Context: an optimization exercise on an open-source flow, tuned for small area, a short achievable clock period and few clock cycles per item. The choices shown serve that exercise and are no tape-out recipe.
No run shown here included a check of the RTL's function; only the layout flow was run.
The flow treats the clock pin as an ideal source, which a real chip does not have.
Power and IR drop assume default switching activity.

--- flow/flow/run.sh ---
#!/bin/bash
# The standard layout with two changes:
#  - plain buf_1 cells as the port buffers (the standard flow picks a delay
#    buffer); ORFS's repair resizes them as needed;
#  - after CTS, the top of the clock tree is rebuilt (collapse_cts.tcl): no
#    middle level, and the leaf buffers shared among 3 root buffers on the
#    clock port. Each tool's output goes to a log of its own here.
set -euo pipefail
export BUFFER_PORTS_ARGS="-buffer_cell sky130_fd_sc_hd__buf_1"
export RESULTS=$PWD/orfs/results/$FLOW_PLATFORM/mnet_codec/base
export NROOTS=3
bash standard.sh cts > standard_cts.log 2>&1
openroad -no_init -exit flow/collapse_cts.tcl > collapse_cts.log 2>&1
touch $RESULTS/4_cts.sdc
bash standard.sh finish > standard_finish.log 2>&1
--- flow/config.mk ---
export PLATFORM = sky130hd
export DESIGN_NAME = mnet_codec
export DESIGN_NICKNAME = mnet_codec
export VERILOG_FILES = /design/flow/design.v
export SDC_FILE = /design/flow/constraint.sdc
export NUM_CORES = 4
export LEC_CHECK = 0
export CAP_MARGIN = 20
export CORE_MARGIN = 2
export CORE_UTILIZATION = 60
export CTS_CLUSTER_DIAMETER = 80
export CTS_CLUSTER_SIZE = 20
export SETUP_SLACK_MARGIN = 2.6
export SLEW_MARGIN = 20
--- flow/constraint.sdc ---
create_clock -name core_clock -period 4.5 [get_ports {clk}]
set_input_delay 0.9000 -clock core_clock [delete_from_list [all_inputs] [get_ports {clk}]]
set_output_delay 0.9000 -clock core_clock [all_outputs]
set_load 0.01 [all_outputs]
--- flow/standard.sh ---
#!/bin/bash
# synth_recipe.tcl (not shown) runs the flow's synth.tcl, then flattens the netlist and writes it again
# the make line also repeats each setting of config.mk as NAME=value (left out here)
make -C /OpenROAD-flow-scripts/flow DESIGN_CONFIG=/design/flow/config.mk WORK_HOME=/design/flow/orfs CLKGATE_MAP_FILE= SYNTH_SCRIPT=/design/flow/synth_recipe.tcl "${@:-finish}"
--- flow/flow/collapse_cts.tcl ---
# Rebuild the top of the clock tree after CTS:
#  1. the root buffer drives every leaf buffer directly, in place of the middle
#     level TritonCTS builds;
#  2. the leaf buffers are then split by position into NROOTS groups, each
#     driven by its own root buffer (same cell) placed in the middle of the
#     group, on the clock port, so the port feeds NROOTS cell pins and every
#     flip-flop is two buffers from the port.
# All leaf buffers stay at the same depth, so the tree stays balanced.
set results $::env(RESULTS)
set nr $::env(NROOTS)
read_db $results/4_cts.odb
set block [ord::get_db_block]
set clknet [$block findNet clk]
set roots {}
foreach it [$clknet getITerms] { lappend roots [$it getInst] }
if {[llength $roots] != 1} { error "clock port drives [llength $roots] cells" }
set root [lindex $roots 0]
set rootnet [[$root findITerm X] getNet]

# 1. collapse the middle level
set mids {}
foreach it [$rootnet getITerms] {
  if {[$it isOutputSignal]} continue
  set inst [$it getInst]
  if {[string match "sky130_fd_sc_hd__clkbuf_*" [[$inst getMaster] getName]]} { lappend mids $inst }
}
set n 0
foreach m $mids {
  set onet [[$m findITerm X] getNet]
  set loads {}
  foreach it [$onet getITerms] { if {![$it isOutputSignal]} { lappend loads $it } }
  set ok 1
  foreach it $loads {
    if {![string match "sky130_fd_sc_hd__clkbuf_*" [[[$it getInst] getMaster] getName]]} { set ok 0 }
  }
  if {!$ok} continue
  foreach it $loads { $it disconnect; $it connect $rootnet }
  [$m findITerm A] disconnect
  [$m findITerm X] disconnect
  odb::dbInst_destroy $m
  odb::dbNet_destroy $onet
  incr n
}
puts "root [$root getName]: removed $n middle clock buffers"

# 2. split the leaves among nr roots (k-means on the leaf positions)
set leaves {}
foreach it [$rootnet getITerms] {
  if {[$it isOutputSignal]} continue
  set xy [$it getAvgXY]
  lappend leaves [list $it [lindex $xy 1] [lindex $xy 2]]
}
set cnt [llength $leaves]
if {$nr > 1 && $cnt >= 2 * $nr} {
  set sorted [lsort -real -index 1 $leaves]
  set cs {}
  for {set k 0} {$k < $nr} {incr k} {
    set p [lindex $sorted [expr {int(($k + 0.5) * $cnt / $nr)}]]
    lappend cs [list [lindex $p 1] [lindex $p 2]]
  }
  for {set iter 0} {$iter < 20} {incr iter} {
    set asg {}
    foreach l $leaves {
      set best 0
      set bd 1e18
      for {set k 0} {$k < $nr} {incr k} {
        set c [lindex $cs $k]
        set d [expr {abs([lindex $l 1] - [lindex $c 0]) + abs([lindex $l 2] - [lindex $c 1])}]
        if {$d < $bd} { set bd $d; set best $k }
      }
      lappend asg $best
    }
    set ncs {}
    for {set k 0} {$k < $nr} {incr k} {
      set sx 0; set sy 0; set c 0
      foreach l $leaves a $asg {
        if {$a == $k} { set sx [expr {$sx + [lindex $l 1]}]; set sy [expr {$sy + [lindex $l 2]}]; incr c }
      }
      if {$c} { lappend ncs [list [expr {$sx / $c}] [expr {$sy / $c}]] } else { lappend ncs [lindex $cs $k] }
    }
    set cs $ncs
  }
  set master [$root getMaster]
  # each root buffer sits at the middle of its group of leaf buffers
  set rw [$master getWidth]
  set rh [$master getHeight]
  set c0 [lindex $cs 0]
  $root setLocation [expr {int([lindex $c0 0] - $rw / 2)}] [expr {int([lindex $c0 1] - $rh / 2)}]
  for {set k 1} {$k < $nr} {incr k} {
    set inst [odb::dbInst_create $block $master "clkbuf_root_$k"]
    set c [lindex $cs $k]
    $inst setLocation [expr {int([lindex $c 0] - $rw / 2)}] [expr {int([lindex $c 1] - $rh / 2)}]
    $inst setPlacementStatus PLACED
    set net [odb::dbNet_create $block "clknet_root_$k"]
    $net setSigType CLOCK
    [$inst findITerm A] connect $clknet
    [$inst findITerm X] connect $net
    foreach l $leaves a $asg {
      if {$a == $k} { set it [lindex $l 0]; $it disconnect; $it connect $net }
    }
  }
  detailed_placement
  puts "split [llength $leaves] leaf buffers among $nr root buffers"
}
write_db $results/4_cts.odb
--- flow/design.v ---
module mnet_crc_step (
    input  wire [15:0] crc_in,
    input  wire [7:0]  data,
    output reg  [15:0] crc_out
);
    integer i;
    always @(*) begin
        crc_out = crc_in ^ {data, 8'h00};
        for (i = 0; i < 8; i = i + 1) begin
            if (crc_out[15])
                crc_out = {crc_out[14:0], 1'b0} ^ 16'h1021;
            else
                crc_out = {crc_out[14:0], 1'b0};
        end
    end
endmodule
module mnet_tx (
    input  wire        clk,
    input  wire        rst,
    input  wire [47:0] key,
    input  wire [3:0]  klast,
    input  wire        hdr_valid,
    output wire        hdr_ready,
    input  wire [7:0]  hdr_dst,
    input  wire [7:0]  hdr_src,
    input  wire [15:0] hdr_type,
    input  wire [7:0]  hdr_len,
    input  wire        hdr_obf,
    input  wire        pl_valid,
    output wire        pl_ready,
    input  wire [7:0]  pl_data,
    output reg         line_valid,
    input  wire        line_ready,
    output reg  [7:0]  line_data
);
    reg        s_idle, s_soh, s_hdr, s_pl, s_crch, s_crcl, s_eot;
    reg [39:0] hsr;       
    reg [7:0]  cnt;       
    reg [2:0]  idx;       
    reg        obf;
    reg [15:0] crc;
    reg        esc;       
    reg        pv;        
    reg [5:0]  ki;        
    reg [7:0]  skid;
    reg        sv;
    reg        pl_rdy;
    wire [7:0] b = hsr[39:32];
    assign hdr_ready = s_idle;
    assign pl_ready  = pl_rdy;
    wire [7:0] key_byte = ({8{ki[0]}} & key[7:0])   | ({8{ki[1]}} & key[15:8]) |
                          ({8{ki[2]}} & key[23:16]) | ({8{ki[3]}} & key[31:24]) |
                          ({8{ki[4]}} & key[39:32]) | ({8{ki[5]}} & key[47:40]);
    wire ki_wrap = |(ki[5:2] & klast);
    wire pl_take  = pl_valid && pl_rdy;
    wire take     = line_valid && line_ready;
    wire s_body = s_hdr || s_pl;
    wire s_crc  = s_crch || s_crcl;
    wire rdy    = !sv;                    
    wire go     = rdy && !esc;            
    wire a_idle = s_idle && rdy && hdr_valid;     
    wire a_soh  = s_soh && go;
    wire a_hdr  = s_hdr && go;
    wire a_pl   = s_pl && go && pv;
    wire a_crch = s_crch && go;
    wire a_crcl = s_crcl && go;
    wire a_eot  = s_eot && go;
    wire gen_b  = rdy && (esc || s_hdr || (s_pl && pv));       
    wire gen    = gen_b || a_idle || a_soh || a_crch || a_crcl || a_eot;
    wire bgen   = a_hdr || a_pl;                  
    wire [7:0] g = esc ? 8'hFF :
                   s_body ? b :
                   s_crc ? crc[15:8] :
                   s_eot ? 8'h04 : 8'h01;
    wire is_ff = s_crc ? (crc[15:8] == 8'hFF) : (b == 8'hFF);
    wire [15:0] crc_next;
    mnet_crc_step u_crc (.crc_in(crc), .data(b), .crc_out(crc_next));
    wire cnt_zero = (cnt == 8'd0);
    wire cnt_one  = (cnt == 8'd1);
    wire cnt_two  = (cnt == 8'd2);
    wire hdr_done = a_hdr && idx[2];
    wire pl_done  = a_pl && cnt_one;
    wire n_idle = (s_idle && !hdr_valid) || a_eot;
    wire n_soh  = (s_idle && hdr_valid && !rdy) || (s_soh && !go);
    wire n_hdr  = a_idle || a_soh || (s_hdr && !hdr_done);
    wire n_pl   = (hdr_done && !cnt_zero) || (s_pl && !pl_done);
    wire n_crch = (hdr_done && cnt_zero) || pl_done || (s_crch && !go);
    wire n_crcl = a_crch || (s_crcl && !go);
    wire n_eot  = a_crcl || (s_eot && !go);
    wire esc_n  = esc ? sv : (a_hdr || a_pl || a_crch || a_crcl) && is_ff;
    wire pv_n   = pl_take || (pv && !a_pl);
    wire sv_n   = !take && (sv || (line_valid && gen));
    wire [2:0] idx_n = s_idle ? 3'd0 : a_hdr ? idx + 3'd1 : idx;
    wire cnt_n_nz  = !(cnt_zero || (cnt_one && a_pl));
    wire cnt_n_gt1 = !(cnt_zero || cnt_one || (cnt_two && a_pl));
    wire sv_n_rdy = !line_valid && sv;                  
    wire sv_n_stl = sv || (line_valid && gen_b);        
    wire hdr_len_n = s_hdr && (idx[2] ? !a_hdr : (idx[1:0] == 2'd3) && a_hdr) && !cnt_zero && !esc_n;
    wire pv_keep    = pv && !a_pl;
    wire pl_due2    = n_pl && cnt_n_gt1 && !esc_n;
    wire pl_rdy_rt  = hdr_len_n && !sv_n_rdy || pl_due2 && !sv_n_rdy;
    wire pl_rdy_rn  = hdr_len_n && !sv_n_rdy || n_pl && (pv_keep ? cnt_n_gt1 && !esc_n && !sv_n_rdy : cnt_n_nz);
    wire pl_rdy_st  = hdr_len_n && !sv_n_stl || pl_due2 && !sv_n_stl;
    wire pl_rdy_sn  = hdr_len_n && !sv_n_stl || n_pl && (pv_keep ? cnt_n_gt1 && !esc_n && !sv_n_stl : cnt_n_nz);
    always @(posedge clk) begin
        if (rst) begin
            s_idle     <= 1'b1;
            s_soh      <= 1'b0;
            s_hdr      <= 1'b0;
            s_pl       <= 1'b0;
            s_crch     <= 1'b0;
            s_crcl     <= 1'b0;
            s_eot      <= 1'b0;
            esc        <= 1'b0;
            pv         <= 1'b0;
            sv         <= 1'b0;
            line_valid <= 1'b0;
            pl_rdy     <= 1'b0;
        end else begin
            s_idle     <= n_idle;
            s_soh      <= n_soh;
            s_hdr      <= n_hdr;
            s_pl       <= n_pl;
            s_crch     <= n_crch;
            s_crcl     <= n_crcl;
            s_eot      <= n_eot;
            esc        <= esc_n;
            pv         <= pv_n;
            sv         <= sv_n;
            line_valid <= (line_valid && !line_ready) || sv || gen;
            pl_rdy     <= line_ready ? (pl_take ? pl_rdy_rt : pl_rdy_rn)
                                     : (pl_take ? pl_rdy_st : pl_rdy_sn);
        end
    end
    wire [7:0] chain = s_pl ? b : 8'h00;
    always @(posedge clk) begin
        if (s_idle) begin
            hsr <= {hdr_dst, hdr_src, hdr_type, hdr_len};
            cnt <= hdr_len;
            obf <= hdr_obf && (klast != 4'd0);
            crc <= 16'h0000;
            ki  <= 6'd1;
        end else begin
            if (pl_take)
                hsr[39:32] <= obf ? (pl_data ^ key_byte ^ chain) : pl_data;
            else if (bgen && s_hdr)
                hsr[39:32] <= hsr[31:24];
            if (bgen && s_hdr)
                hsr[31:0] <= {hsr[23:0], 8'h00};
            if (bgen && s_pl)
                cnt <= cnt - 8'd1;
            if (bgen)
                crc <= crc_next;
            else if (a_crch)
                crc <= {crc[7:0], 8'h00};
            if (pl_take)
                ki <= ki_wrap ? 6'd1 : {ki[4:0], 1'b0};
        end
        idx <= idx_n;
        if (!line_valid || take)
            line_data <= sv ? skid : g;
        if (!sv)
            skid <= g;
    end
endmodule
module mnet_rx (
    input  wire        clk,
    input  wire        rst,
    input  wire [47:0] key,
    input  wire [3:0]  klast,
    input  wire        line_valid,
    input  wire [7:0]  line_data,
    input  wire        obf_in,
    output reg         out_valid,
    output reg  [7:0]  out_data,
    output reg         out_end,
    output wire [7:0]  out_status
);
    reg        iv;
    reg [7:0]  id;
    reg        io;
    reg        id_ff, id_soh, id_eot, id_zero;
    reg        p_hunt, p_hdr, p_pay, p_crc0, p_crc1, p_term;
    reg        esc;
    reg [7:0]  cnt;
    reg [15:0] crc;
    reg        obf;
    reg [7:0]  prev;
    reg [5:0]  ki;        
    reg        st_bad;    
    reg        st_crc;
    assign out_status = {6'd0, st_bad, st_crc};
    wire [7:0] key_byte = ({8{ki[0]}} & key[7:0])   | ({8{ki[1]}} & key[15:8]) |
                          ({8{ki[2]}} & key[23:16]) | ({8{ki[3]}} & key[31:24]) |
                          ({8{ki[4]}} & key[39:32]) | ({8{ki[5]}} & key[47:40]);
    wire ki_wrap = |(ki[5:2] & klast);
    wire [15:0] crc_next;
    mnet_crc_step u_crc (.crc_in(crc), .data(id), .crc_out(crc_next));
    wire body   = p_hdr || p_pay || p_crc0 || p_crc1;
    wire acc    = iv && body && (esc ? id_ff : !id_ff);
    wire lone   = iv && body && esc && !id_ff;      
    wire crc_ok = (crc == 16'h0000);
    wire start  = iv && p_hunt && id_soh;
    wire hdr_end = acc && p_hdr && cnt[2];
    wire pay_end = acc && p_pay && (cnt == 8'd1);
    always @(posedge clk) begin
        if (rst) begin
            iv        <= 1'b0;
            p_hunt    <= 1'b1;
            p_hdr     <= 1'b0;
            p_pay     <= 1'b0;
            p_crc0    <= 1'b0;
            p_crc1    <= 1'b0;
            p_term    <= 1'b0;
            out_valid <= 1'b0;
            out_end   <= 1'b0;
        end else begin
            iv        <= line_valid;
            out_valid <= acc;
            out_end   <= (iv && p_term) || lone;
            p_hunt    <= (p_hunt && !start) || (iv && p_term) || lone;
            p_hdr     <= start || (p_hdr && !lone && !hdr_end);
            p_pay     <= (hdr_end && !id_zero) || (p_pay && !lone && !pay_end);
            p_crc0    <= (hdr_end && id_zero) || pay_end || (p_crc0 && !lone && !acc);
            p_crc1    <= (p_crc0 && acc) || (p_crc1 && !lone && !acc);
            p_term    <= (p_crc1 && acc) || (p_term && !iv);
        end
    end
    always @(posedge clk) begin
        id       <= line_data;
        io       <= obf_in;
        id_ff    <= (line_data == 8'hFF);
        id_soh   <= (line_data == 8'h01);
        id_eot   <= (line_data == 8'h04);
        id_zero  <= (line_data == 8'h00);
        out_data <= (p_pay && obf) ? (id ^ key_byte ^ prev) : id;
        st_bad   <= !(p_term && id_eot && crc_ok);
        st_crc   <= p_term && id_eot && !crc_ok;
        if (p_hunt) begin
            esc  <= 1'b0;
            cnt  <= 8'd0;
            crc  <= 16'h0000;
            obf  <= io && (klast != 4'd0);
            prev <= 8'h00;
            ki   <= 6'd1;
        end else if (iv) begin
            esc <= !esc && id_ff;
            if (acc) begin
                crc <= crc_next;
                if (p_hdr)
                    cnt <= cnt[2] ? id : cnt + 8'd1;
                if (p_pay) begin
                    cnt  <= cnt - 8'd1;
                    prev <= id;
                    ki   <= ki_wrap ? 6'd1 : {ki[4:0], 1'b0};
                end
            end
        end
    end
endmodule
module mnet_codec (
    input  wire        clk,
    input  wire        rst,
    input  wire        key_wr,
    input  wire [2:0]  key_len,
    input  wire [47:0] key_data,
    input  wire        tx_hdr_valid,
    output wire        tx_hdr_ready,
    input  wire [7:0]  tx_dst,
    input  wire [7:0]  tx_src,
    input  wire [15:0] tx_type,
    input  wire [7:0]  tx_len,
    input  wire        tx_obf,
    input  wire        tx_pl_valid,
    output wire        tx_pl_ready,
    input  wire [7:0]  tx_pl_data,
    output wire        line_tx_valid,
    input  wire        line_tx_ready,
    output wire [7:0]  line_tx_data,
    input  wire        line_rx_valid,
    input  wire [7:0]  line_rx_data,
    input  wire        rx_obf,
    output wire        rx_valid,
    output wire [7:0]  rx_data,
    output wire        rx_end,
    output wire [7:0]  rx_status
);
    reg [47:0] key;
    reg [3:0]  klast;
    wire key_lo3 = key_len[1] && key_len[0];
    wire key_hi  = key_wr && key_len[2] && !key_lo3;     
    wire key_ok  = key_hi || (key_wr && !key_len[2] && key_lo3);
    always @(posedge clk) begin
        if (rst)
            klast <= 4'd0;
        else if (key_ok)
            klast <= {key_len == 3'd6, key_len == 3'd5, key_len == 3'd4, key_len == 3'd3};
    end
    always @(posedge clk) begin
        if (key_ok)
            key[23:0] <= key_data[23:0];
        if (key_hi)
            key[47:24] <= key_data[47:24];
    end
    mnet_tx u_tx (
        .clk       (clk),
        .rst       (rst),
        .key       (key),
        .klast     (klast),
        .hdr_valid (tx_hdr_valid),
        .hdr_ready (tx_hdr_ready),
        .hdr_dst   (tx_dst),
        .hdr_src   (tx_src),
        .hdr_type  (tx_type),
        .hdr_len   (tx_len),
        .hdr_obf   (tx_obf),
        .pl_valid  (tx_pl_valid),
        .pl_ready  (tx_pl_ready),
        .pl_data   (tx_pl_data),
        .line_valid(line_tx_valid),
        .line_ready(line_tx_ready),
        .line_data (line_tx_data)
    );
    mnet_rx u_rx (
        .clk       (clk),
        .rst       (rst),
        .key       (key),
        .klast     (klast),
        .line_valid(line_rx_valid),
        .line_data (line_rx_data),
        .obf_in    (rx_obf),
        .out_valid (rx_valid),
        .out_data  (rx_data),
        .out_end   (rx_end),
        .out_status(rx_status)
    );
endmodule
==> notes.md, run 1 <==
Worst Path Arrival=2190 ps; first-pass GRT wire length=36500 µm; number of synthesized flops with an enable pin=106; Gate power share=11.2%; HP Class=reg -> reg; area leader, netlist=edfxtp_1; largest net degree at the start of global routing=83; top_reg_cell synth=dfxtp_1; CP Class=reg -> reg; switching portion of total power=23.9%; Total Wirelength=23100 µm; Ant. Diodes=0; worst slew pin tran=684 ps; CTS max path bufs=3; yosys warns=4; maximum VDD drop=0.000362 V; Net Sw Power=994 µW; TritonCTS clock tree=built; number of routed nets with antenna violations=0; I/O pin cnt=145; RD Place Congestion=0.828; Syn Inst Count=970; P per Cell Area=366 mW/mm²; static leakage=3.85 nW; area post-placement=0.0107 mm²; storage element area=0.00560 mm²; Clk Latency, worst-skew pair=330 ps; DRC viols=0; Rel. slew slack=54.4%; setup violators final=0; max-slew violations=0; max cap viols=0; htree depth=1; cell-internal power=3.17 mW; Initial Util=61.0%; synthesized area per cell=10.4 µm²; Peak Freq=506 MHz; Port Buffers=138; Startpoint Class=flip-flop; unrepaired setup endpoints after global routing=yes; fin crit period=1980 ps; HPWL Detailed=15700 µm; GRT Residual Overflow=0; Flop pwr share=58.2%; share of cells above drive strength 1=10.1%; row count=47; post-synth cell types=58; Die Y=134 µm; Seq cells post-synth=226; CP max FO=4; DRT iter0 DRCs=618; antenna violations before repair=0; commonest non-fill, non-tap cells in the layout=buf_1 (133), dfxtp_1 (112), edfxtp_1 (106); Inserted Clock Buffers=15; Nets=1212; final clock skew=45.9 ps; DIE AREA=0.0179 mm²; DRT Pass-1 Iters=5; clk slew on worst S/H paths=80 ps; Post-synth ARST share=0%; total number of vias=7613; Core Box Area=0.0165 mm²; pre-CTS WS=1770 ps; top post-synthesis cells by area=edfxtp_1 (32%), dfxtp_1 (24%), a22oi_1 (4.8%); most common cell after layout, fill and taps aside=buf_1; crit end category=flip-flop; number of fill cells=1301; area of the multi-input gates=0.00428 mm²; design area=0.0114 mm²; Die Width=134 µm; total negative slack=0 ps; clock share of power=30.6%; DR WL/cell=17.6 µm; Cell Area, Synth=0.0101 mm²; Vias/cell=5.80; required time worst endpoint=4710 ps; CTS root buf=clkbuf_16; final hold violation count=0; final setup margin=2520 ps; status=no timing/DRC/antenna violations; post-synthesis sequential area ratio=55.4%; total track usage=25.6%; Tcrit/Tclk final=43.9%; clock sink total=226; Synth top area share=31.6%; vias in the first global route=7078; Area Overhead vs Synth=12.8%
-- sequential cells by signal, summed over array words and instances, names as in the netlist, 6 cells and up, named ones only --
| signal | cells |
|---|---|
| u_tx.line_data | 8 |
| u_rx.out_data | 8 |
| u_rx.prev | 8 |
| key | 48 |
| u_rx.id | 8 |
| u_tx.cnt | 8 |
| u_rx.cnt | 8 |
| u_tx.ki | 6 |
| u_rx.ki | 6 |
| u_tx.skid | 8 |
| u_rx.crc | 16 |
| u_tx.crc | 16 |
| u_tx.hsr | 40 |
-- synthesized netlist by cell type, types with 9 or more instances --
master and count:
mux2_2 26, dfxtp_1 120, inv_1 33, o21ai_0 14, clkbuf_1 51, a211oi_1 15
and2_1 10, ha_1 9, a221oi_1 9, nand3_1 42, nand4_1 19, nand3b_1 10
nor3_1 20, o21bai_1 10, a22oi_1 64, xor2_1 25, nand2_1 98, nor2_1 77
xnor2_1 50, nor2b_1 11, a21oi_1 58, edfxtp_1 106
-- final timing paths --
path                                  start  slack [ps]          end  depth (start not counted)
worst min-delay path            u_rx.id_eot         440  u_rx.st_crc                          2
worst max register to register  u_tx.cnt[4]        2520  u_tx.pl_rdy                          5
worst min register to register  u_rx.id_eot         440  u_rx.st_crc                          2
worst max-delay path            u_tx.cnt[4]        2520  u_tx.pl_rdy                          5
-- worst max-delay path: stages, from the launching register on --
cell	delay, ps
edfxtp_1	400
or4_4	550
or3_4	360
o21a_1	200
o311ai_2	250
o22ai_1	100
-- layout make-up --
type | count | area share [%]
clock inverters | 1 | 0.143
clock buffers | 20 | 3.18
multi-input cells | 654 | 37.6
flip-flops and latches | 226 | 49.2
well taps | 220 | 2.42
plain buffers | 2 | 0.440
inverters | 33 | 1.09
repair buffers | 157 | 5.89
-- through the flow --
step | power (mW) | std cells | util, % | hold WS, ps
after floorplan | 2.76 | 975 | - | 415
after global placement | 2.90 | 1274 | 64.8 | 424
after detailed placement | 2.90 | 1274 | 64.8 | 431
after CTS | 4.21 | 1309 | 68.2 | 442
after global routing | 4.33 | 1313 | 68.8 | 483
final | 4.17 | 1313 | 68.8 | 441
-- power groups by stage --
stage | clock, mW | sequential (mW) | combinational, mW
global placement | 0 | 2.47 | 0.432
finish | 1.27 | 2.42 | 0.467
CTS | 1.33 | 2.42 | 0.461
global route | 1.37 | 2.44 | 0.520
floorplan | 0 | 2.43 | 0.325
detailed placement | 0 | 2.47 | 0.434
-- per-layer routing --
metal / part of all wire, % / track usage, % / vias up / routed length [µm]
li1: - / - / 3731 / -
met1: 47 / 38.3 / 3575 / 10800
met2: 45 / 39.2 / 278 / 10400
met3: 6.6 / 4.41 / 29 / 1520
met4: 1.7 / 6.32 / 0 / 402
met5: 0 / 0 / - / 0
-- kinds of logic (layout without fill, tap and decap cells) --
| logic type | Yosys count | in the layout | synth area share, % |
|---|---|---|---|
| AND/OR/NAND/NOR | 320 | 322 | 15.1 |
| flip-flops | 226 | 226 | 55.4 |
| AO/OA/AOI/OAI | 210 | 211 | 14.5 |
| buffers and inverters | 98 | 213 | 3.97 |
| XOR/XNOR | 75 | 75 | 6.51 |
| multiplexers | 31 | 31 | 3.40 |
| adder cells (fa/ha/maj) | 9 | 9 | 1.12 |
| other | 1 | 6 | 0.0372 |
-- what timing repair did --
action	in CTS	in global routing
gates resized for setup	16	19
hold buffers	0	0
cloned	1	2
endpoints found under the setup margin	80	100
hold endpoints to repair	0	0
setup buffers	11	2
pin swaps	3	1
==> inputs of run 2 (changes only) <==
--- a/flow/design.v
+++ b/flow/design.v
@@ -75,9 +75,7 @@
     wire is_ff = s_crc ? (crc[15:8] == 8'hFF) : (b == 8'hFF);
     wire [15:0] crc_next;
     mnet_crc_step u_crc (.crc_in(crc), .data(b), .crc_out(crc_next));
-    wire cnt_zero = (cnt == 8'd0);
-    wire cnt_one  = (cnt == 8'd1);
-    wire cnt_two  = (cnt == 8'd2);
+    reg  cnt_zero, cnt_one, cnt_two;
     wire hdr_done = a_hdr && idx[2];
     wire pl_done  = a_pl && cnt_one;
     wire n_idle = (s_idle && !hdr_valid) || a_eot;
@@ -137,6 +135,9 @@
         if (s_idle) begin
             hsr <= {hdr_dst, hdr_src, hdr_type, hdr_len};
             cnt <= hdr_len;
+            cnt_zero <= (hdr_len == 8'd0);
+            cnt_one  <= (hdr_len == 8'd1);
+            cnt_two  <= (hdr_len == 8'd2);
             obf <= hdr_obf && (klast != 4'd0);
             crc <= 16'h0000;
             ki  <= 6'd1;
@@ -147,8 +148,12 @@
                 hsr[39:32] <= hsr[31:24];
             if (bgen && s_hdr)
                 hsr[31:0] <= {hsr[23:0], 8'h00};
-            if (bgen && s_pl)
-                cnt <= cnt - 8'd1;
+            if (bgen && s_pl) begin
+                cnt      <= cnt - 8'd1;
+                cnt_zero <= cnt_one;
+                cnt_one  <= cnt_two;
+                cnt_two  <= (cnt == 8'd3);
+            end
             if (bgen)
                 crc <= crc_next;
             else if (a_crch)
--- a/flow/config.mk
+++ b/flow/config.mk
@@ -5,6 +5,7 @@
 export SDC_FILE = /design/flow/constraint.sdc
 export NUM_CORES = 4
 export LEC_CHECK = 0
+export ABC_CLOCK_PERIOD_IN_PS = 2000
 export CAP_MARGIN = 20
 export CORE_MARGIN = 2
 export CORE_UTILIZATION = 60
==> notes.md, run 2 <==
status=no timing/DRC/antenna violations; HPWL Detailed=16000 µm (+2.2%); CP Class=in -> reg; vias in the first global route=7217 (+2.0%); largest net degree at the start of global routing=70 (-16%); htree depth=1 (unchanged); HP Class=reg -> reg; row count=47 (unchanged); total number of vias=7591 (-0.29%); Worst Path Arrival=1860 ps (-330 ps); Ant. Diodes=0 (unchanged); Inst Count DP=1271 (-0.24%); RD Place Congestion=0.837 (+1.1%); maximum VDD drop=0.000288 V (-20%); Inserted Clock Buffers=15 (unchanged); count leader, synth=dfxtp_1; antenna violations before repair=0 (unchanged); Hold-fix buffers, CTS=0 (unchanged); storage element area=0.00569 mm² (+1.6%); Buf/Inv on CP=1 (+1); Critical Path Max Stage Delay=550 ps (about the same); clk slew on worst S/H paths=80 ps (about the same); GRT Residual Overflow=0 (unchanged); number of routed nets with antenna violations=0 (unchanged); CP max FO=12 (+8); CP max-delay cell=a21oi_2; DRT iter0 DRCs=650 (+5.2%); post-synthesis sequential area ratio=55.1% (-0.23 points); worst slew pin tran=704 ps (+19.4 ps); Synth top area share=31.8% (+0.25 points); pre-CTS WS=2000 ps (+225 ps); Area Overhead vs Synth=11.1%; Largest regs=key: 48 flops, u_tx.hsr: 40 flops; DRT Pass-1 Iters=5 (unchanged); I/O pin cnt=145 (unchanged); Syn Inst Count=972 (+0.21%); synthesized area per cell=10.6 µm² (+1.8%); crit end category=flip-flop; Initial Util=61.6% (+0.58 points); Rel. slew slack=53.1% (-1.3 points); final hold violation count=0 (unchanged); crit path cell chain=buf_1 -> nand2_4 -> a21oi_2; P per Cell Area=367 mW/mm² (+0.30%); Die Width=135 µm (+0.98%); area post-placement=0.0108 mm² (+1.3%); setup violators final=0 (unchanged); DR WL/cell=17.9 µm (+1.9%); number of fill cells=1339 (+2.9%); Total Wirelength=23400 µm (+1.3%); fin cells=1305 (-0.61%); clock sink total=229 (+1.3%); number of synthesized flops with an enable pin=109 (+2.8%); Die Y=135 µm (+0.98%); DIE AREA=0.0182 mm² (+2.0%); total negative slack=0 ps (unchanged); Seq cells post-synth=229 (+1.3%); Post-synth ARST share=0% (unchanged); TritonCTS clock tree=built; met3 WL=1240 µm (-19%); Cell Area, Synth=0.0103 mm² (+2.0%); unrepaired setup endpoints after global routing=yes; Tcrit/Tclk final=42.8% (-1.2 points); top_reg_cell synth=dfxtp_1; design area=0.0114 mm² (+0.48%); share of cells above drive strength 1=9.31% (-0.76 points); synth cell count leaders=dfxtp_1 (120), edfxtp_1 (109), nand2_1 (98); commonest non-fill, non-tap cells in the layout=buf_1 (132), dfxtp_1 (113), edfxtp_1 (109); Most flops, register=key; final setup margin=2580 ps (+53.0 ps); Port Buffers=138 (unchanged); total track usage=26.2% (+0.58 points); max-slew violations=0 (unchanged); area of the multi-input gates=0.00433 mm² (+1.1%); Startpoint Class=primary input; Peak Freq=520 MHz (+2.8%); top post-synthesis cells by area=edfxtp_1 (32%), dfxtp_1 (23%), a22oi_1 (5.0%); Vias/cell=5.82 (+0.32%); yosys warns=4 (unchanged); CTS max path bufs=3 (unchanged); post-synth cell types=72 (+24%); final clock skew=31.2 ps (-14.6 ps); top sig layer=met4; Largest delay share family, worst path=compound AO/OA/AOI/OAI gates; max FFs per register=48 (unchanged); most common cell after layout, fill and taps aside=buf_1; first-pass GRT wire length=37400 µm (+2.5%); Nets=1202 (-0.83%); max cap viols=0 (unchanged); DRC viols=0 (unchanged); Metal-1 WL=11500 µm (+7.0%); area leader, netlist=edfxtp_1; static leakage=3.84 nW (-0.40%); Core Box Area=0.0167 mm² (+1.1%); met2 routed WL=10200 µm (-2.3%); required time worst endpoint=4440 ps (-270 ps); Clk Latency, worst-skew pair=320 ps (about the same); fin crit period=1920 ps (-53.0 ps); CTS root buf=clkbuf_16
[run 2: changes by cell type in the layout (fill, tap and decap cells not counted), sizes merged, moves of 4 or more]
cell     delta
inv        -10
a21oi       -9
a221oi      -8
nor2        +7
a2bb2oi     +6
buf         -6
a22oi       +5
nor4        +4
or2         -4
[run 2: cell type report]
cell class / instances / share of cell area (%)
clock inverter: 1 / 0.0985
inverter: 23 / 0.755
buffer: 2 / 0.438
multi-input combinational: 658 / 37.9
clock buffer: 20 / 3.08
tap: 220 / 2.41
timing repair buffer: 152 / 5.58
sequential: 229 / 49.8
[run 2: cell families after synthesis]
family / count (synthesis) / synth area share, %
multiplexers: 33 / 3.55
adder cells (fa/ha/maj): 7 / 0.851
XOR/XNOR: 79 / 6.86
AND/OR/NAND/NOR: 326 / 15.3
AO/OA/AOI/OAI: 205 / 14.3
buffers and inverters: 92 / 4.00
flip-flops: 229 / 55.1
other: 1 / 0.0364
[run 2: metrics by stage]
stage	utilization (%)	hold WS [ps]	total power, mW
after detailed placement	65.0	456	2.95
after CTS	68.2	467	4.25
final	68.5	468	4.20
after global placement	65.0	448	2.94
after floorplan	-	415	2.80
after global routing	68.5	495	4.37
[run 2: routing by layer]
metal,vias to the layer above,global-route usage [%]
met1,3620,39.7
met3,25,4.28
li1,3722,-
met4,0,8.85
met2,224,38.5
met5,-,0
[run 2: path summary, 6_finish.rpt]
path,start,slack [ps],depth (start not counted),end
max,key_len[2],2580,3,key[24]
min,u_tx.idx[1],470,2,u_tx.idx[1]
max reg2reg,u_tx.hsr[38],2710,5,u_tx.crc[14]
min reg2reg,u_tx.idx[1],470,2,u_tx.idx[1]
[run 2: where the power goes]
| group | switching [mW] | leakage (nW) | internal (mW) |
|---|---|---|---|
| Combinational | 0.255 | 1.57 | 0.211 |
| Clock | 0.644 | 0.199 | 0.628 |
| Sequential | 0.108 | 2.07 | 2.35 |
| Total | 1.01 | 3.84 | 3.19 |
[run 2: what timing repair did]
item | 4_1_cts | 5_1_grt
pin swaps | 1 | 0
endpoints found under the setup margin | 98 | 101
setup buffers | 9 | 0
resized for setup | 14 | 14
gates cloned | 1 | 1
[run 2: worst min-delay path, delay by kind of cell, from the launching register on]
family	cells	cell delay (ps)
flops	1	320
simple gates	1	50
compound gates	1	50
==> inputs of run 3 (changes only) <==
==> flow/config.mk (replaced) <==
export PLATFORM = sky130hd
export DESIGN_NAME = mnet_codec
export DESIGN_NICKNAME = mnet_codec
export VERILOG_FILES = /design/flow/design.v
export SDC_FILE = /design/flow/constraint.sdc
export NUM_CORES = 4
export LEC_CHECK = 0
export CAP_MARGIN = 5
export CORE_MARGIN = 2
export CORE_UTILIZATION = 60
export CTS_CLUSTER_DIAMETER = 80
export CTS_CLUSTER_SIZE = 20
export SETUP_SLACK_MARGIN = 2.6
export SLEW_MARGIN = 5
==> notes.md, run 3 <==
total negative slack=0 ps (unchanged); DRC viols=0 (unchanged); I/O pin cnt=145 (unchanged); Peak Freq=520 MHz (unchanged); crit end category=flip-flop; Net Sw Power=1.01 mW (unchanged); Tcrit/Tclk final=42.8% (unchanged); fin crit period=1920 ps (unchanged); post-layout util=68.5% (unchanged); worst slew pin tran=704 ps (unchanged); switching portion of total power=24.0% (unchanged); largest net degree at the start of global routing=70 (unchanged); post-synth cell types=72 (unchanged); CP Class=in -> reg; storage element area=0.00569 mm² (unchanged); max cap viols=0 (unchanged); Critical Path Max Stage Delay=550 ps (about the same); first-pass GRT wire length=37400 µm (unchanged); Most flops, register=key; Seq cells post-synth=229 (unchanged); DR WL/cell=17.9 µm (unchanged); Die Width=135 µm (unchanged); share of cells above drive strength 1=9.31% (unchanged); Cell Area, Synth=0.0103 mm² (unchanged); yosys warns=4 (unchanged); main combinational cell family by area after synthesis=simple AND/OR/NAND/NOR gates; crit path cell chain=buf_1 -> nand2_4 -> a21oi_2; DRT Pass-1 Iters=5 (unchanged); Buf/Inv on CP=1 (unchanged); number of synthesized flops with an enable pin=109 (unchanged); fin cells=1305 (unchanged); Hold WS=468 ps (unchanged); static leakage=3.84 nW (unchanged); area leader, netlist=edfxtp_1; design area=0.0114 mm² (unchanged); Gate power share=11.1% (about the same); Post-Synth Simple-Gate Area=15.3% (unchanged); DIE AREA=0.0182 mm² (unchanged); CTS root buf=clkbuf_16; RD Place Congestion=0.837 (unchanged); final setup margin=2580 ps (unchanged); top_reg_cell synth=dfxtp_1; required time worst endpoint=4440 ps (about the same); final clock skew=31.2 ps (unchanged); most common cell after layout, fill and taps aside=buf_1; max FFs per register=48 (unchanged); Synth Area in Compound Gates=14.3% (unchanged); antenna violations before repair=0 (unchanged); Synth top area share=31.8% (unchanged); clock share of power=30.3% (about the same); number of fill cells=1339 (unchanged); setup violators final=0 (unchanged); area of the multi-input gates=0.00433 mm² (unchanged); CP max-delay cell=a21oi_2; unrepaired setup endpoints after global routing=yes; GRT Residual Overflow=0 (unchanged); DRT iter0 DRCs=650 (unchanged); Rel. slew slack=53.1% (unchanged); Die Y=135 µm (unchanged); Largest regs=key: 48 flops, u_tx.hsr: 40 flops; count leader, synth=dfxtp_1; Port Buffers=138 (unchanged); maximum VDD drop=0.000288 V (unchanged); adder-cell share of the synthesized area=0.851% (unchanged); synth cell count leaders=dfxtp_1 (120), edfxtp_1 (109), nand2_1 (98); synthesized area per cell=10.6 µm² (unchanged); Flop pwr share=58.6% (about the same); CTS max path bufs=3 (unchanged); Inserted Clock Buffers=15 (unchanged); clk slew on worst S/H paths=80 ps (about the same); CP max FO=12 (unchanged); Area Overhead vs Synth=11.1% (unchanged); Worst Path Arrival=1860 ps (about the same); final hold violation count=0 (unchanged); post-synthesis mux area share=3.55% (unchanged); Clk Latency, worst-skew pair=320 ps (about the same); pre-CTS WS=2000 ps (unchanged); Initial Util=61.6% (unchanged); max-slew violations=0 (unchanged); Vias/cell=5.82 (unchanged); cell-internal power=3.19 mW (unchanged); clock sink total=229 (unchanged); number of routed nets with antenna violations=0 (unchanged); vias in the first global route=7217 (unchanged); Inst Count DP=1271 (unchanged); area post-placement=0.0108 mm² (unchanged); Startpoint Class=primary input; Total Power=4.20 mW (unchanged); Nets=1202 (unchanged); commonest non-fill, non-tap cells in the layout=buf_1 (132), dfxtp_1 (113), edfxtp_1 (109); TritonCTS clock tree=built; status=no timing/DRC/antenna violations; Largest delay share family, worst path=compound AO/OA/AOI/OAI gates; post-synthesis sequential area ratio=55.1% (unchanged); XOR/XNOR Fraction of Synth Area=6.86% (unchanged); total number of vias=7591 (unchanged); Hold-fix buffers, CTS=0 (unchanged); total track usage=26.2% (unchanged); HPWL Detailed=16000 µm (unchanged); Total Wirelength=23400 µm (unchanged); Ant. Diodes=0 (unchanged); HP Class=reg -> reg; top post-synthesis cells by area=edfxtp_1 (32%), dfxtp_1 (23%), a22oi_1 (5.0%); Core Box Area=0.0167 mm² (unchanged); row count=47 (unchanged); Post-synth ARST share=0% (unchanged); htree depth=1 (unchanged); P per Cell Area=367 mW/mm² (unchanged); Syn Inst Count=972 (unchanged)
==> run 3: cell counts after synthesis <==
Identical to the previous run, type by type.
==> run 3: kinds of logic (layout without fill, tap and decap cells) <==
kind of cell,Yosys count,count (layout)
AO/OA/AOI/OAI,205,206
flip-flops,229,229
XOR/XNOR,79,79
adder cells (fa/ha/maj),7,7
AND/OR/NAND/NOR,326,327
buffers and inverters,92,198
other,1,6
multiplexers,33,33
==> run 3: metal layers <==
metal | GRT usage (%) | wire length [µm] | up-vias
met5 | 0 | 0 | -
met4 | 8.85 | 470 | 0
met3 | 4.28 | 1240 | 25
met2 | 38.5 | 10200 | 224
met1 | 39.7 | 11500 | 3620
li1 | - | - | 3722
==> run 3: path summary, 6_finish.rpt <==
kind / startpoint / to / slack (ps) / depth (start not counted)
setup / recovery: key_len[2] / key[24] / 2580 / 3
hold / removal: u_tx.idx[1] / u_tx.idx[1] / 470 / 2
setup reg to reg: u_tx.hsr[38] / u_tx.crc[14] / 2710 / 5
hold reg to reg: u_tx.idx[1] / u_tx.idx[1] / 470 / 2
==> run 3: area by class of cell <==
type	instances	share of cell area, %
plain buffers	2	0.438
repair buffers	152	5.58
clock inverters	1	0.0985
flip-flops and latches	229	49.8
well taps	220	2.41
multi-input cells	658	37.9
clock buffers	20	3.08
inverters	23	0.755
==> run 3: power by group through the flow <==
| stage | combinational [mW] | sequential, mW | clock [mW] |
|---|---|---|---|
| floorplan | 0.331 | 2.47 | 0 |
| global placement | 0.432 | 2.51 | 0 |
| detailed placement | 0.434 | 2.51 | 0 |
| CTS | 0.462 | 2.46 | 1.33 |
| global route | 0.517 | 2.48 | 1.38 |
| finish | 0.466 | 2.46 | 1.27 |
==> run 3: timing repair <==
action,in CTS,in global routing
setup buffers,9,0
endpoints found under the setup margin,98,101
gates resized for setup,14,14
pin swaps,1,0
endpoints found under the hold margin,0,0
gates cloned,1,1
==> run 3: tightest hold or removal path, stage by stage (launching register included) <==
cell     delay [ps]
dfxtp_1         320
nand2_1          50
a21oi_1          50
==> inputs of run 4 (changes only) <==
==> flow/flow/run.sh (replaced) <==
#!/bin/bash
# The standard layout with two changes:
#  - plain buf_1 cells as the port buffers (the standard flow picks a delay
#    buffer); ORFS's repair resizes them as needed;
#  - after CTS, the clock tree's middle level is removed, so the root buffer
#    drives the leaf buffers directly (collapse_cts.tcl).
set -euo pipefail
export BUFFER_PORTS_ARGS="-buffer_cell sky130_fd_sc_hd__buf_1"
export RESULTS=$PWD/orfs/results/$FLOW_PLATFORM/mnet_codec/base
bash standard.sh cts > standard_cts.log 2>&1
openroad -no_init -exit flow/collapse_cts.tcl > collapse_cts.log 2>&1
touch $RESULTS/4_cts.sdc
bash standard.sh finish > standard_finish.log 2>&1
==> flow/flow/collapse_cts.tcl (replaced) <==
# Make the clock tree two levels deep: the root buffer drives every leaf
# buffer directly, in place of the middle level TritonCTS builds. All leaf
# buffers stay at the same depth, so the tree stays balanced.
set results $::env(RESULTS)
read_db $results/4_cts.odb
set block [ord::get_db_block]
set clknet [$block findNet clk]
set roots {}
foreach it [$clknet getITerms] { lappend roots [$it getInst] }
if {[llength $roots] != 1} { error "clock port drives [llength $roots] cells" }
set root [lindex $roots 0]
set rootnet [[$root findITerm X] getNet]
set mids {}
foreach it [$rootnet getITerms] {
  if {[$it isOutputSignal]} continue
  set inst [$it getInst]
  if {[string match "sky130_fd_sc_hd__clkbuf_*" [[$inst getMaster] getName]]} { lappend mids $inst }
}
set n 0
foreach m $mids {
  set onet [[$m findITerm X] getNet]
  set loads {}
  foreach it [$onet getITerms] { if {![$it isOutputSignal]} { lappend loads $it } }
  set ok 1
  foreach it $loads {
    if {![string match "sky130_fd_sc_hd__clkbuf_*" [[[$it getInst] getMaster] getName]]} { set ok 0 }
  }
  if {!$ok} continue
  foreach it $loads { $it disconnect; $it connect $rootnet }
  [$m findITerm A] disconnect
  [$m findITerm X] disconnect
  odb::dbInst_destroy $m
  odb::dbNet_destroy $onet
  incr n
}
puts "root [$root getName]: removed $n middle clock buffers"
write_db $results/4_cts.odb
--- a/flow/config.mk
+++ b/flow/config.mk
@@ -5,10 +5,11 @@
 export SDC_FILE = /design/flow/constraint.sdc
 export NUM_CORES = 4
 export LEC_CHECK = 0
-export CAP_MARGIN = 5
+export ABC_CLOCK_PERIOD_IN_PS = 2000
+export CAP_MARGIN = 20
 export CORE_MARGIN = 2
 export CORE_UTILIZATION = 60
 export CTS_CLUSTER_DIAMETER = 80
 export CTS_CLUSTER_SIZE = 20
 export SETUP_SLACK_MARGIN = 2.6
-export SLEW_MARGIN = 5
+export SLEW_MARGIN = 20
==> notes.md, run 4 <==
status=no timing/DRC/antenna violations; number of synthesized flops with an enable pin=109 (unchanged); total track usage=26.7% (+0.45 points); synth cell count leaders=dfxtp_1 (120), edfxtp_1 (109), nand2_1 (98); Post-synth ARST share=0% (unchanged); Worst Setup EP=line_tx_data[0]; Seq cells post-synth=229 (unchanged); r2r startpoint=u_tx.ki[2]; Startpoint Class=flip-flop; Stages on worst setup path=1 (-2); worst slew pin tran=806 ps (+102 ps); DIE AREA=0.0182 mm² (unchanged); required time worst endpoint=3600 ps (-840 ps); r2r endpoint=u_tx.hsr[35]; Clk Latency, worst-skew pair=430 ps (+110 ps); first-pass GRT wire length=37400 µm (-0.17%); total number of vias=7601 (+0.13%); fin crit period=1890 ps (-33.2 ps); DRC viols=0 (unchanged); row count=47 (unchanged); TritonCTS clock tree=built; clock sink total=229 (unchanged); synthesized area per cell=10.6 µm² (unchanged); Inserted Clock Buffers=15 (unchanged); Worst R2R Path Depth=5 (unchanged); Total Power=4.12 mW (-1.8%); commonest non-fill, non-tap cells in the layout=buf_1 (134), dfxtp_1 (113), edfxtp_1 (109); static leakage=3.81 nW (-0.73%); hold depth=2 (unchanged); top post-synthesis cells by area=edfxtp_1 (32%), dfxtp_1 (23%), a22oi_1 (5.0%); unrepaired setup endpoints after global routing=yes; largest net degree at the start of global routing=70 (unchanged); final clock skew=16.2 ps (-15.1 ps); setup slack, reg-to-reg=2680 ps (-30 ps); met1 Use GR=39.6% (-0.040 points); CP max FO=1 (-11); yosys warns=4 (unchanged); Cell Area, Synth=0.0103 mm² (unchanged); CP max-delay cell=edfxtp_1; Critical Path Max Stage Delay=420 ps (-130 ps); maximum VDD drop=0.000279 V (-3.2%); area leader, netlist=edfxtp_1; Die Width=135 µm (unchanged); CTS root buf=clkbuf_16; vias in the first global route=7186 (-0.43%); DRT iter0 DRCs=680 (+4.6%); antenna violations before repair=0 (unchanged); Most flops, register=key; Total Wirelength=23400 µm (+0.16%); Hold-fix buffers, CTS=0 (unchanged); Worst Path Arrival=990 ps (-870 ps); share of cells above drive strength 1=9.05% (-0.26 points); grt met2 use=38.6% (+0.11 points); Largest regs=key: 48 flops, u_tx.hsr: 40 flops; htree depth=1 (unchanged); GRT busiest layer=met1; Initial Util=61.6% (unchanged); P per Cell Area=362 mW/mm² (-1.5%); Port Buffers=138 (unchanged); post-layout util=68.2% (-0.25 points); post-synth cell types=72 (unchanged); total negative slack=0 ps (unchanged); crit path cell chain=clkbuf_2; Syn Inst Count=972 (unchanged); HPWL Detailed=16000 µm (unchanged); Buf/Inv on CP=1 (unchanged); Synth top area share=31.8% (unchanged); RD Place Congestion=0.837 (unchanged); Peak Freq=529 MHz (+1.8%); CP Class=reg -> out; GRT Residual Overflow=0 (unchanged); clk slew on worst S/H paths=80 ps (about the same); final hold violation count=0 (unchanged); I/O pin cnt=145 (unchanged); top_reg_cell synth=dfxtp_1; Tcrit/Tclk final=42.0% (-0.74 points); max cap viols=0 (unchanged); most common cell after layout, fill and taps aside=buf_1; crit end category=output port; met3 Use GR=5.78% (+1.5 points); Worst Setup SP=u_tx.line_data[0]; Nets=1200 (-0.17%); max-slew violations=0 (unchanged); CTS max path bufs=3 (unchanged); Die Y=135 µm (unchanged); Core Box Area=0.0167 mm² (unchanged); post-synthesis sequential area ratio=55.1% (unchanged); Ant. Diodes=0 (unchanged); max FFs per register=48 (unchanged); setup violators final=0 (unchanged); Vias/cell=5.83 (+0.29%); number of routed nets with antenna violations=0 (unchanged); DR WL/cell=18.0 µm (+0.32%); count leader, synth=dfxtp_1; Rel. slew slack=46.3% (-6.8 points); DRT Pass-1 Iters=5 (unchanged); Largest delay share family, worst path=flip-flops; Area Overhead vs Synth=10.7%; HP Class=reg -> reg
[run 4: cell counts after synthesis]
Identical to the previous run, type by type.
[run 4: worst min path at each step]
stage	from	end	slack, ps
2_1_floorplan	u_rx.id_eot	u_rx.st_crc	420
3_3_place_gp	u_tx.idx[1]	u_tx.idx[1]	450
3_5_place_dp	u_tx.idx[1]	u_tx.idx[1]	460
4_1_cts	u_tx.idx[1]	u_tx.idx[1]	470
5_1_grt	u_tx.crc[3]	u_tx.crc[3]	490
6_report	u_tx.idx[1]	u_tx.idx[1]	470
[run 4: power by group]
group | leakage [nW] | switching (mW) | total, mW | internal, mW
Combinational | 1.57 | 0.255 | 0.466 | 0.211
Sequential | 2.07 | 0.109 | 2.46 | 2.35
Clock | 0.175 | 0.651 | 1.19 | 0.543
[run 4: worst reg2reg max path, delay by kind of cell, from the launching register on]
kind            cells  cell delay, ps
xor+xnor            1             130
flops               1             670
compound gates      2             590
simple gates        2             300
[run 4: cells by family after synthesis]
| family | after synthesis | synth area share [%] |
|---|---|---|
| simple gates | 326 | 15.3 |
| flops | 229 | 55.1 |
| compound gates | 205 | 14.3 |
| buf+inv | 92 | 4.00 |
| xor+xnor | 79 | 6.86 |
| mux | 33 | 3.55 |
| fa+ha+maj | 7 | 0.851 |
| other cells | 1 | 0.0364 |
[run 4: repair_timing]
action | in CTS | in global routing
setup endpoints to repair | 98 | 72
gates resized for setup | 14 | 15
pin swaps | 1 | 0
cloned | 1 | 1
setup buffers | 9 | 0
[run 4: per-layer routing]
layer | part of all wire, % | wire length, µm | up-vias
li1 | - | - | 3713
met4 | 2.1 | 500 | 0
met2 | 43 | 10200 | 264
met5 | 0 | 0 | -
met3 | 5.9 | 1370 | 30
met1 | 49 | 11400 | 3594
[run 4: area by class of cell]
type                       count  area [µm²]
clock inverter                 1        11.3
sequential                   229        5690
timing repair buffer         152         636
clock buffer                  20         352
fill                        1342        5310
multi-input combinational    658        4340
inverter                      23        86.3
tap                          220         275
[run 4: through the flow]
stage / instance area, µm² / setup slack [ps] / instances / hold slack (ps)
5_1_grt: 11400 / 2540 / 1303 / 495
3_5_place_dp: 10800 / 2000 / 1271 / 456
6_report: 11400 / 2610 / 1303 / 468
4_1_cts: 11400 / 2530 / 1304 / 467
3_3_place_gp: 10800 / 1990 / 1271 / 448
2_1_floorplan: 10400 / 2590 / 977 / 415
==> inputs of run 5 (changes only) <==
==> flow/config.mk (replaced) <==
export PLATFORM = sky130hd
export DESIGN_NAME = mnet_codec
export DESIGN_NICKNAME = mnet_codec
export VERILOG_FILES = /design/flow/design.v
export SDC_FILE = /design/flow/constraint.sdc
export NUM_CORES = 4
export LEC_CHECK = 0
export CAP_MARGIN = 5
export CORE_MARGIN = 2
export CORE_UTILIZATION = 60
export CTS_CLUSTER_DIAMETER = 80
export CTS_CLUSTER_SIZE = 20
export SETUP_SLACK_MARGIN = 2.6
export SLEW_MARGIN = 5
==> notes.md, run 5 <==
number of routed nets with antenna violations=0 (unchanged); main combinational cell family by area after synthesis=simple AND/OR/NAND/NOR gates; pre-CTS WS=2000 ps (unchanged); GRT Residual Overflow=0 (unchanged); Core Box Area=0.0167 mm² (unchanged); Stages on worst setup path=1 (unchanged); Startpoint Class=flip-flop; final hold violation count=0 (unchanged); required time worst endpoint=3600 ps (about the same); first-pass GRT wire length=37400 µm (unchanged); HP Class=reg -> reg; area leader, netlist=edfxtp_1; maximum VDD drop=0.000279 V (unchanged); final clock skew=16.2 ps (unchanged); post-synth cell types=72 (unchanged); Nets=1200 (unchanged); most common cell after layout, fill and taps aside=buf_1; storage element area=0.00569 mm² (unchanged); Rel. slew slack=46.3% (unchanged); Post-Synth Simple-Gate Area=15.3% (unchanged); Synth Area in Compound Gates=14.3% (unchanged); Hold WS=468 ps (unchanged); Tcrit/Tclk final=42.0% (unchanged); post-synthesis sequential area ratio=55.1% (unchanged); total number of vias=7601 (unchanged); max-slew violations=0 (unchanged); max cap viols=0 (unchanged); clk slew on worst S/H paths=80 ps (about the same); share of cells above drive strength 1=9.05% (unchanged); Post-synth ARST share=0% (unchanged); vias in the first global route=7186 (unchanged); P per Cell Area=362 mW/mm² (unchanged); total track usage=26.7% (unchanged); crit path cell chain=clkbuf_2; Vias/cell=5.83 (unchanged); setup violators final=0 (unchanged); r2r startpoint=u_tx.ki[2]; Worst Setup EP=line_tx_data[0]; area post-placement=0.0108 mm² (unchanged); DR WL/cell=18.0 µm (unchanged); DRT iter0 DRCs=680 (unchanged); row count=47 (unchanged); Synth top area share=31.8% (unchanged); CP Class=reg -> out; Die Width=135 µm (unchanged); DRC viols=0 (unchanged); Largest delay share family, worst path=flip-flops; fin crit period=1890 ps (unchanged); area of the multi-input gates=0.00434 mm² (unchanged); synth cell count leaders=dfxtp_1 (120), edfxtp_1 (109), nand2_1 (98); commonest non-fill, non-tap cells in the layout=buf_1 (134), dfxtp_1 (113), edfxtp_1 (109); Clk Latency, worst-skew pair=430 ps (about the same); CP max-delay cell=edfxtp_1; CP max FO=1 (unchanged); Ant. Diodes=0 (unchanged); status=no timing/DRC/antenna violations; DIE AREA=0.0182 mm² (unchanged); Worst Setup SP=u_tx.line_data[0]; CTS root buf=clkbuf_16; Inserted Clock Buffers=15 (unchanged); largest net degree at the start of global routing=70 (unchanged); htree depth=1 (unchanged); top post-synthesis cells by area=edfxtp_1 (32%), dfxtp_1 (23%), a22oi_1 (5.0%); setup slack, reg-to-reg=2680 ps (about the same); post-synthesis mux area share=3.55% (unchanged); worst slew pin tran=806 ps (unchanged); Initial Util=61.6% (unchanged); number of fill cells=1342 (unchanged); Hold-fix buffers, CTS=0 (unchanged); Critical Path Max Stage Delay=420 ps (about the same); final setup margin=2610 ps (unchanged); Most flops, register=key; yosys warns=4 (unchanged); antenna violations before repair=0 (unchanged); Port Buffers=138 (unchanged); synthesized area per cell=10.6 µm² (unchanged); Worst R2R Path Depth=5 (unchanged); XOR/XNOR Fraction of Synth Area=6.86% (unchanged); Buf/Inv on CP=1 (unchanged); clock sink total=229 (unchanged); DRT Pass-1 Iters=5 (unchanged); total negative slack=0 ps (unchanged); top_reg_cell synth=dfxtp_1; RD Place Congestion=0.837 (unchanged); Total Wirelength=23400 µm (unchanged); static leakage=3.81 nW (unchanged); Largest regs=key: 48 flops, u_tx.hsr: 40 flops; CTS max path bufs=3 (unchanged); Area Overhead vs Synth=10.7% (unchanged); number of synthesized flops with an enable pin=109 (unchanged); design area=0.0114 mm² (unchanged); Peak Freq=529 MHz (unchanged); max FFs per register=48 (unchanged); Cell Area, Synth=0.0103 mm² (unchanged); unrepaired setup endpoints after global routing=yes; count leader, synth=dfxtp_1; Syn Inst Count=972 (unchanged); adder-cell share of the synthesized area=0.851% (unchanged); Seq cells post-synth=229 (unchanged); crit end category=output port; TritonCTS clock tree=built; Worst Path Arrival=990 ps (about the same); I/O pin cnt=145 (unchanged); Die Y=135 µm (unchanged); r2r endpoint=u_tx.hsr[35]; HPWL Detailed=16000 µm (unchanged)
[run 5: cell counts in the layout (fill, tap and decap cells not counted)]
No cell type changed its count.
[run 5: timing repair]
item / 4_1_cts / 5_1_grt
pin swaps: 1 / 0
cloned: 1 / 1
resized for setup: 14 / 15
setup endpoints to repair: 98 / 72
setup buffers: 9 / 0
[run 5: worst min path at each step]
stage	slack, ps	start	depth (start not counted)	endpoint
after CTS	470	u_tx.idx[1]	2	u_tx.idx[1]
after floorplan	420	u_rx.id_eot	2	u_rx.st_crc
after detailed placement	460	u_tx.idx[1]	2	u_tx.idx[1]
after global routing	490	u_tx.crc[3]	2	u_tx.crc[3]
after global placement	450	u_tx.idx[1]	2	u_tx.idx[1]
final	470	u_tx.idx[1]	2	u_tx.idx[1]
[run 5: per-layer routing]
metal / up-vias / track usage (%) / wire length (µm)
met5: - / 0 / 0
met2: 264 / 38.6 / 10200
met3: 30 / 5.78 / 1370
li1: 3713 / - / -
met1: 3594 / 39.6 / 11400
met4: 0 / 9.61 / 500
[run 5: cell families after synthesis]
kind of cell | count (synthesis)
AOI/OAI and AO/OA | 205
buffers and inverters | 92
muxes | 33
adders and majority gates | 7
DFF | 229
xor gates and xnor gates | 79
other | 1
and+or+nand+nor | 326
[run 5: through the flow]
| stage | total power, mW | utilization [%] | instances |
|---|---|---|---|
| after floorplan | 2.80 | - | 977 |
| after global placement | 2.94 | 65.0 | 1271 |
| after detailed placement | 2.95 | 65.0 | 1271 |
| after CTS | 4.25 | 68.2 | 1304 |
| after global routing | 4.30 | 68.2 | 1303 |
| final | 4.12 | 68.2 | 1303 |
[run 5: final cells by class]
type,count,area share (%)
clock buffer,20,3.09
timing repair buffer,152,5.58
inverter,23,0.758
sequential,229,49.9
tap,220,2.42
multi-input combinational,658,38.1
clock inverter,1,0.0989
[run 5: where the power goes]
part / leakage (nW) / total, mW / internal (mW) / switching [mW]
combinational: 1.57 / 0.466 / 0.211 / 0.255
sequential: 2.07 / 2.46 / 2.35 / 0.109
clock: 0.175 / 1.19 / 0.543 / 0.651
==> inputs of run 6 (changes only) <==
--- a/flow/design.v
+++ b/flow/design.v
@@ -75,7 +75,9 @@
     wire is_ff = s_crc ? (crc[15:8] == 8'hFF) : (b == 8'hFF);
     wire [15:0] crc_next;
     mnet_crc_step u_crc (.crc_in(crc), .data(b), .crc_out(crc_next));
-    reg  cnt_zero, cnt_one, cnt_two;
+    wire cnt_zero = (cnt == 8'd0);
+    wire cnt_one  = (cnt == 8'd1);
+    wire cnt_two  = (cnt == 8'd2);
     wire hdr_done = a_hdr && idx[2];
     wire pl_done  = a_pl && cnt_one;
     wire n_idle = (s_idle && !hdr_valid) || a_eot;
@@ -135,9 +137,6 @@
         if (s_idle) begin
             hsr <= {hdr_dst, hdr_src, hdr_type, hdr_len};
             cnt <= hdr_len;
-            cnt_zero <= (hdr_len == 8'd0);
-            cnt_one  <= (hdr_len == 8'd1);
-            cnt_two  <= (hdr_len == 8'd2);
             obf <= hdr_obf && (klast != 4'd0);
             crc <= 16'h0000;
             ki  <= 6'd1;
@@ -148,12 +147,8 @@
                 hsr[39:32] <= hsr[31:24];
             if (bgen && s_hdr)
                 hsr[31:0] <= {hsr[23:0], 8'h00};
-            if (bgen && s_pl) begin
-                cnt      <= cnt - 8'd1;
-                cnt_zero <= cnt_one;
-                cnt_one  <= cnt_two;
-                cnt_two  <= (cnt == 8'd3);
-            end
+            if (bgen && s_pl)
+                cnt <= cnt - 8'd1;
             if (bgen)
                 crc <= crc_next;
             else if (a_crch)
--- a/flow/config.mk
+++ b/flow/config.mk
@@ -5,10 +5,11 @@
 export SDC_FILE = /design/flow/constraint.sdc
 export NUM_CORES = 4
 export LEC_CHECK = 0
-export CAP_MARGIN = 5
+export ABC_CLOCK_PERIOD_IN_PS = 2000
+export CAP_MARGIN = 20
 export CORE_MARGIN = 2
 export CORE_UTILIZATION = 60
 export CTS_CLUSTER_DIAMETER = 80
 export CTS_CLUSTER_SIZE = 20
 export SETUP_SLACK_MARGIN = 2.6
-export SLEW_MARGIN = 5
+export SLEW_MARGIN = 20
==> notes.md, run 6 <==
status=no timing/DRC/antenna violations; total negative slack=0 ps (unchanged); DR WL/cell=17.4 µm (-3.3%); P per Cell Area=362 mW/mm² (about the same); Total Wirelength=22800 µm (-2.8%); total number of vias=7549 (-0.68%); post-synth cell types=58 (-19%); Core Box Area=0.0165 mm² (-1.1%); Critical Path Max Stage Delay=550 ps (+130 ps); max cap viols=0 (unchanged); Total Power=4.09 mW (-0.82%); clock sink total=226 (-1.3%); GRT Residual Overflow=0 (unchanged); worst slew pin tran=651 ps (-155 ps); Die Y=134 µm (-0.97%); Nets=1209 (+0.75%); share of cells above drive strength 1=9.54% (+0.49 points); Clk Latency, worst-skew pair=430 ps (about the same); CTS root buf=clkbuf_16; CP max-delay cell=or4_4; final clock skew=12.3 ps (-3.88 ps); row count=47 (unchanged); CTS max path bufs=3 (unchanged); total track usage=26.1% (-0.55 points); met3 WL=1320 µm (-3.9%); Metal-1 WL=10900 µm (-4.8%); top sig layer=met4; DRT Pass-1 Iters=5 (unchanged); commonest non-fill, non-tap cells in the layout=buf_1 (135), dfxtp_1 (113), edfxtp_1 (106); count leader, synth=dfxtp_1; Initial Util=61.0% (-0.58 points); switching portion of total power=24.5% (-0.10 points); HPWL Detailed=15700 µm (-2.1%); Synth top area share=31.6% (-0.25 points); number of fill cells=1308 (-2.5%); top post-synthesis cells by area=edfxtp_1 (32%), dfxtp_1 (24%), a22oi_1 (4.8%); Tcrit/Tclk final=43.9% (+1.9 points); area leader, netlist=edfxtp_1; Ant. Diodes=0 (unchanged); Flop pwr share=59.3% (-0.4 points); most common cell after layout, fill and taps aside=buf_1; Largest regs=key: 48 flops, u_tx.hsr: 40 flops; Area Overhead vs Synth=12.0%; Gate power share=11.4% (about the same); Hold-fix buffers, CTS=0 (unchanged); Hold WS=444 ps (-24.5 ps); top_reg_cell synth=dfxtp_1; DRT iter0 DRCs=641 (-5.7%); DRC viols=0 (unchanged); max FFs per register=48 (unchanged); required time worst endpoint=4810 ps (+1210 ps); clk slew on worst S/H paths=80 ps (about the same); fin crit period=1980 ps (+85.9 ps); TritonCTS clock tree=built; synthesized area per cell=10.4 µm² (-1.8%); HP Class=reg -> reg; Rel. slew slack=56.6% (+10 points); Seq cells post-synth=226 (-1.3%); Worst Path Arrival=2290 ps (+1300 ps); Die Width=134 µm (-0.97%); Port Buffers=138 (unchanged); crit end category=flip-flop; static leakage=3.81 nW (about the same); met2 routed WL=10200 µm (about the same); antenna violations before repair=0 (unchanged); pre-CTS WS=1770 ps (-225 ps); post-synthesis sequential area ratio=55.4% (+0.23 points); DIE AREA=0.0179 mm² (-1.9%); Inserted Clock Buffers=15 (unchanged); Vias/cell=5.76 (-1.2%); final hold violation count=0 (unchanged); RD Place Congestion=0.828 (-1.1%); setup slack, reg-to-reg=2520 ps (-160 ps); I/O pin cnt=145 (unchanged); CP Class=reg -> reg; vias in the first global route=7037 (-2.1%); Startpoint Class=flip-flop; crit path cell chain=or4_4 -> or3_4 -> o21a_1 -> o311ai_2 -> o22ai_1; synth cell count leaders=dfxtp_1 (120), edfxtp_1 (106), nand2_1 (98); yosys warns=4 (unchanged); setup violators final=0 (unchanged); Most flops, register=key; number of routed nets with antenna violations=0 (unchanged); Net Sw Power=1.00 mW (-1.2%); clock share of power=29.3% (+0.3 points); first-pass GRT wire length=36400 µm (-2.5%); Cell Area, Synth=0.0101 mm² (-2.0%); htree depth=1 (unchanged); Syn Inst Count=970 (-0.21%); cell-internal power=3.08 mW (-0.69%); Post-synth ARST share=0% (unchanged); final setup margin=2520 ps (-85.9 ps); CP max FO=4 (+3); largest net degree at the start of global routing=83 (+19%); number of synthesized flops with an enable pin=106 (-2.8%); unrepaired setup endpoints after global routing=yes; maximum VDD drop=0.000350 V (+25%); Peak Freq=506 MHz (-4.3%); max-slew violations=0 (unchanged)
-- run 6: cell count changes after synthesis, sizes merged, moves of 5 or more --
cell	delta
clkbuf	+10
a221oi	+8
a2bb2oi	-6
buf	-14
a22oi	-5
inv	+11
a21oi	+9
nor2	-7
-- run 6: final timing paths --
path                            cells past startpoint          end   startpoint
worst max-delay path                                5  u_tx.pl_rdy  u_tx.cnt[4]
worst min-delay path                                2  u_rx.st_crc  u_rx.id_eot
worst max register to register                      5  u_tx.pl_rdy  u_tx.cnt[4]
worst min register to register                      2  u_rx.st_crc  u_rx.id_eot
-- run 6: cell families after synthesis --
kind of cell | share of synthesized area, %
AO/OA/AOI/OAI | 14.5
XOR/XNOR | 6.51
adder cells (fa/ha/maj) | 1.12
buffers and inverters | 3.97
flip-flops | 55.4
multiplexers | 3.40
other | 0.0372
AND/OR/NAND/NOR | 15.1
-- run 6: power by group through the flow --
stage	registers (mW)	logic [mW]	clock network (mW)
after floorplan	2.43	0.325	0
after global placement	2.47	0.432	0
after detailed placement	2.47	0.434	0
after CTS	2.42	0.461	1.33
after global routing	2.44	0.518	1.29
final	2.42	0.465	1.20
-- run 6: critical path: cells and delay by family, from the launching register on --
family             cells  cell delay [ps]
DFF                    1              400
AOI/OAI and AO/OA      3              560
and+or+nand+nor        2              910
-- run 6: cell type report --
class	instances	area (µm²)	area share (%)
Timing Repair Buffer	157	668	5.91
Sequential cell	226	5600	49.5
Clock buffer	20	362	3.20
Inverter	33	124	1.10
Clock inverter	1	16.3	0.144
Multi-Input combinational cell	653	4260	37.7
Tap cell	220	275	2.44
-- run 6: metal layers --
layer,vias up,global-route usage (%)
li1,3722,-
met1,3524,38.3
met2,272,39.0
met3,31,5.48
met4,0,8.51
met5,-,0
-- run 6: per-stage QoR --
step	area, µm²	cells	util (%)
floorplan	10200	975	-
CTS	11300	1309	68.2
global placement	10700	1274	64.8
detailed placement	10700	1274	64.8
finish	11300	1310	68.4
global route	11300	1310	68.4
-- run 6: what timing repair did --
action / CTS / global route
resized for setup: 16 / 13
pin swaps: 3 / 1
setup buffers: 11 / 2
endpoints found under the setup margin: 80 / 71
cloned: 1 / 1

==> static timing again, ports no longer ideal <==
The results above use ideal ports. As a check the final layouts listed here were re-extracted and re-timed, cells and wires unchanged. Step 1, drivers: a clkbuf_16 drives clk and a buf_2 each remaining input, both assumed. Step 2 times the ports against the registers' clock, not the clock port: input delays grow and output delays shrink by t, the midpoint of the rising clock arrivals with the driver on. Three values: ideal, step 1, step 2; two values: the first two.
run	shift t [ns]	setup slack, ns	slew at the worst register clock pin (ns)
run 1	0.383	2.523 / 2.523 / 2.236	0.08 / 0.08
run 2	0.388	2.576 / 2.636 / 2.247	0.09 / 0.09
run 3	0.388	2.576 / 2.636 / 2.247	0.09 / 0.09
run 4	0.468	2.609 / 2.563 / 2.169	0.09 / 0.09
run 5	0.468	2.609 / 2.563 / 2.169	0.09 / 0.09
run 6	0.464	2.523 / 2.523 / 2.194	0.09 / 0.09
After both steps setup and hold are still met in every run listed.
